This design comes from an exercise in tuning for small area, a short achievable clock period and few clock cycles on the open sky130 flow, not from production work.
In this exercise RTL edits were held to simulation tests only and were not proved equivalent to the original.

==> garnet: inputs <==
## rustvm_core
module rustvm_core (
  input  wire        clk,
  input  wire        rst,           
  input  wire        run_start,
  input  wire [15:0] prog_len,
  output wire [15:0] imem_addr,
  input  wire [71:0] imem_data,
  output reg         out_valid,
  input  wire        out_ready,
  output reg  [1:0]  out_kind,
  output reg  [63:0] out_data,
  output reg  [2:0]  status,
  output reg  [3:0]  cause,
  output wire [63:0] exit_code,
  output wire [15:0] pc_o,
  output wire [4:0]  sp_o,
  input  wire [3:0]  stk_addr,
  output wire [63:0] stk_data
);
Settings: LEC_CHECK=0, CAP_MARGIN=20, CORE_MARGIN=2, CORE_UTILIZATION=40, PLACE_DENSITY=0.6, SETUP_SLACK_MARGIN=4.5, SLEW_MARGIN=20, TNS_END_PERCENT=100; clock period 10.0 ns.
standard.sh (not shown) runs the stock make flow with config.mk's settings and CLKGATE_MAP_FILE= SYNTH_SCRIPT=/design/flow/synth_recipe.tcl, a recipe that flattens the netlist after the stock synthesis.
==> flow/flow/run.sh <==
#!/bin/bash
# Layout: the standard flow (standard.sh), unchanged except that
# - the port buffers placed at global placement are plain buffers (buf_4,
#   which timing repair may resize within the buf family) instead of the
#   flow's default pick, a delay buffer (clkdlybuf4s50_1), which adds about
#   half a nanosecond to every path from an input or to an output;
# - timing repair does not clone gates.
# Each step's full output goes to a log of its own in this folder.
set -euo pipefail
bash standard.sh synth > synth.log 2>&1
export BUFFER_PORTS_ARGS="-buffer_cell sky130_fd_sc_hd__buf_4"
# Timing repair without gate cloning: a clone placed far from its driver can
# leave that driver with a long wire and a max-slew violation.
export SKIP_GATE_CLONING=1
bash standard.sh floorplan > floorplan.log 2>&1
bash standard.sh place > place.log 2>&1
bash standard.sh cts > cts.log 2>&1
bash standard.sh route > route.log 2>&1
bash standard.sh finish > finish.log 2>&1
==> harbor (differences from garnet) <==
--- a/flow/design.v
+++ b/flow/design.v
@@ -301,43 +301,53 @@
   wire [MW-1:0] a_sc = (nextra[1:0] == 2'd0) ? {{(MW-67){1'b0}}, an, 3'b000} :
                       (nextra[1:0] == 2'd1) ? {{(MW-66){1'b0}}, an, 2'b00}  :
                       (nextra[1:0] == 2'd2) ? {{(MW-65){1'b0}}, an, 1'b0}   :
                                               {{(MW-64){1'b0}}, an};
   function automatic [63:0] csa_s(input [63:0] p, input [63:0] q, input [63:0] r);
     csa_s = p ^ q ^ r;
   endfunction
-  function automatic [63:0] csa_c(input [63:0] p, input [63:0] q, input [63:0] r);
-    csa_c = {((p & q) | (p & r) | (q & r)), 1'b0};
+  function automatic [63:0] csa_c(input [63:0] p, input [63:0] q, input [63:0] r, input ci);
+    csa_c = {((p & q) | (p & r) | (q & r)), ci};
   endfunction
-  wire [63:0] ms  = exec ? 64'd0 : md_s[63:0];
-  wire [63:0] mc  = exec ? 64'd0 : md_c[63:0];
-  wire [63:0] pp0 = tos[0] ? nos        : 64'd0;
-  wire [63:0] pp1 = tos[1] ? nos << 1   : 64'd0;
-  wire [63:0] pp2 = tos[2] ? nos << 2   : 64'd0;
-  wire [63:0] pp3 = tos[3] ? nos << 3   : 64'd0;
-  wire [63:0] pp4 = tos[4] ? nos << 4   : 64'd0;
-  wire [63:0] pp5 = tos[5] ? nos << 5   : 64'd0;
-  wire [63:0] pp6 = tos[6] ? nos << 6   : 64'd0;
-  wire [63:0] pp7 = tos[7] ? nos << 7   : 64'd0;
-  wire [63:0] s1 = csa_s(pp0, pp1, pp2);
-  wire [63:0] c1 = csa_c(pp0, pp1, pp2);
-  wire [63:0] s2 = csa_s(pp3, pp4, pp5);
-  wire [63:0] c2 = csa_c(pp3, pp4, pp5);
-  wire [63:0] s3 = csa_s(pp6, pp7, ms);
-  wire [63:0] c3 = csa_c(pp6, pp7, ms);
+  reg          md_yp;
+  wire         myp = exec ? 1'b0 : md_yp;
+  wire  [63:0] ms  = exec ? 64'd0 : md_s[63:0];
+  wire  [63:0] mc  = exec ? 64'd0 : md_c[63:0];
+  wire  [16:0] yb  = {tos[15:0], myp};
+  wire  [63:0] pp [0:7];
+  wire   [7:0] ng;
+  genvar k;
+  generate
+    for (k = 0; k < 8; k = k + 1) begin : booth
+      wire b1  = yb[2*k+2];
+      wire b0  = yb[2*k+1];
+      wire bm  = yb[2*k];
+      wire one = b0 ^ bm;
+      wire two = (b1 & !b0 & !bm) | (!b1 & b0 & bm);
+      assign ng[k] = b1 & !(b0 & bm);
+      wire [63:0] sel = one ? nos : (two ? {nos[62:0], 1'b0} : 64'd0);
+      assign pp[k] = (sel << (2*k)) ^ {64{ng[k]}};
+    end
+  endgenerate
+  wire [63:0] s1 = csa_s(pp[0], pp[1], pp[2]);
+  wire [63:0] c1 = csa_c(pp[0], pp[1], pp[2], ng[0]);
+  wire [63:0] s2 = csa_s(pp[3], pp[4], pp[5]);
+  wire [63:0] c2 = csa_c(pp[3], pp[4], pp[5], ng[1]);
+  wire [63:0] s3 = csa_s(pp[6], pp[7], ms);
+  wire [63:0] c3 = csa_c(pp[6], pp[7], ms, ng[2]);
   wire [63:0] s4 = csa_s(s1, c1, s2);
-  wire [63:0] c4 = csa_c(s1, c1, s2);
+  wire [63:0] c4 = csa_c(s1, c1, s2, ng[3]);
   wire [63:0] s5 = csa_s(c2, s3, c3);
-  wire [63:0] c5 = csa_c(c2, s3, c3);
+  wire [63:0] c5 = csa_c(c2, s3, c3, ng[4]);
   wire [63:0] s6 = csa_s(s4, c4, s5);
-  wire [63:0] c6 = csa_c(s4, c4, s5);
+  wire [63:0] c6 = csa_c(s4, c4, s5, ng[5]);
   wire [63:0] s7 = csa_s(s6, c6, c5);
-  wire [63:0] c7 = csa_c(s6, c6, c5);
+  wire [63:0] c7 = csa_c(s6, c6, c5, ng[6]);
   wire [63:0] s8 = csa_s(s7, c7, mc);
-  wire [63:0] c8 = csa_c(s7, c7, mc);
+  wire [63:0] c8 = csa_c(s7, c7, mc, ng[7]);
   function automatic [1:0] qsel(input [3:0] ts, input [3:0] tc);
     reg [3:0] p, g;
     reg       c3;
     begin
       p = ts ^ tc;
       g = ts & tc;
       c3 = g[2] | (p[2] & g[1]) | (p[2] & p[1] & g[0]);
@@ -414,35 +424,37 @@
   wire [63:0] qm_n = {(qmsrc ? nos[63-MR:0] : tos[63-MR:0]), qmb};
   wire [MW-1:0] md_acc;             
   wire [72:0] md_accf = padd({1'b0, sa}, {1'b0, ca}, 1'b0);
   assign md_acc = md_accf[MW-1:0];
   wire [63:0] qlast  = md_qd[0] ? {nos[62:0], 1'b1} : {tos[62:0], md_qd[1]};
   wire [63:0] qmlast = md_qd[1] ? {tos[62:0], 1'b0} : {nos[62:0], !md_qd[0]};
   wire [63:0] qfin   = md_acc[MW-1] ? qmlast : qlast;
-  wire   mul_more = (tos != 64'd0) && (nos != 64'd0);
+  wire   mul_more = ((tos != 64'd0) || md_yp) && (nos != 64'd0);
   assign md_done   = md_div ? (md_cnt == 5'd0) : !mul_more;
   assign md_result = md_div ? qfin : md_acc[64:1];
-  assign md_nos = div_now ? (exec ? {64{1'b1}} : qm_n) : {nos[55:0], 8'd0};
-  assign md_tos = div_now ? (exec ? 64'd0 : q_n)       : {8'd0, tos[63:8]};
+  assign md_nos = div_now ? (exec ? {64{1'b1}} : qm_n) : {nos[47:0], 16'd0};
+  assign md_tos = div_now ? (exec ? 64'd0 : q_n)       : {16'd0, tos[63:16]};
   always @(posedge clk) begin
     if (md_start) begin
-      md_div <= md_isdiv;
+      md_div      <= md_isdiv;
       md_cnt      <= niter[4:0];
       md_d        <= bn;
       md_qd       <= 2'b00;
+      md_yp       <= tos[15];
       md_s        <= md_isdiv ? a_sc : {{(MW-64){1'b0}}, s8};
       md_c        <= md_isdiv ? {MW{1'b0}} : {{(MW-64){1'b0}}, c8};
     end else if (md_div) begin
       if (md_cnt != 5'd0) begin
         md_cnt <= md_cnt - 5'd1;
         md_s   <= ws_n;
         md_c   <= wc_n;
         md_qd  <= {qpos, qneg};
       end
     end else if (mul_more) begin
+      md_yp      <= tos[15];
       md_s[63:0] <= s8;
       md_c[63:0] <= c8;
     end
   end
   task automatic fault(input [3:0] c);
     begin
       status    <= ST_FAULTED;
==> flow_summary.json <==
{
  "die-area_um2": 308000,
  "status": "no timing/DRC/antenna violations",
  "fin_worst_skew_ps": 91.0,
  "drt_iter0_drc": 17500,
  "postPlaceCellArea_um2": 129000,
  "dr.pass1.iters": 11,
  "fin_crit_sh_pct": 59.2,
  "vias_per_cell": 6.91,
  "grt_max_degree": 114,
  "synth_top_cells_by_area": "edfxtp_1 34%, fa_1 12%, mux4_2 11%",
  "final_cell_mix": "1,367 x edfxtp_1, 837 x buf_4, 747 x nand2_1, 708 x inv_1, 700 x xnor2_1"
}
Source of the figures above: harbor

==> flow_summary.json <==
{
  "drt_iter0_drc": 13900,
  "die-area_um2": 288000,
  "dr.pass1.iters": 13,
  "multi_input_area_share_pct": 49.8,
  "criticalPathCategory": "input pin to primary output",
  "startpoint_type": "input pin",
  "vias_per_cell": 6.61,
  "synth_top_cells_by_area": "edfxtp_1 36%, fa_1 12%, mux4_2 12%",
  "grt_max_degree": 87,
  "fin_worst_skew_ps": 47.8,
  "status": "no timing/DRC/antenna violations"
}
Source of the figures above: garnet

Testbench counts of garnet, summed over its fixed seeds: cycles 84,385.
Testbench counts of harbor, summed over its fixed seeds: cycles 77,516.

-- afterwards: timing with drivers on the ports --
No port has a modelled driver above. Below, the same layouts with a new extraction and two added sets of constraints. Step 1 assumes that a clkbuf_16 drives the clock port and a buf_2 every other input. Step 2 times the ports against the registers' clock, not the clock port: input delays grow and output delays shrink by t, the midpoint of the rising clock arrivals with the driver on. Slacks: no drivers / after step 1 / after step 2; pairs: no drivers / after step 1.
run | shift t [ns] | setup WS [ns] | worst register clock-pin slew, ns
garnet | 0.950 | 4.087 / 3.995 / 3.490 | 0.07 / 0.07
harbor | 0.967 | 4.080 / 3.993 / 3.522 | 0.07 / 0.07
After both steps every run listed still meets setup and hold. For garnet, which loses most, drivers alone change the setup slack by -0.092 ns; drivers and shift together by -0.597 ns.
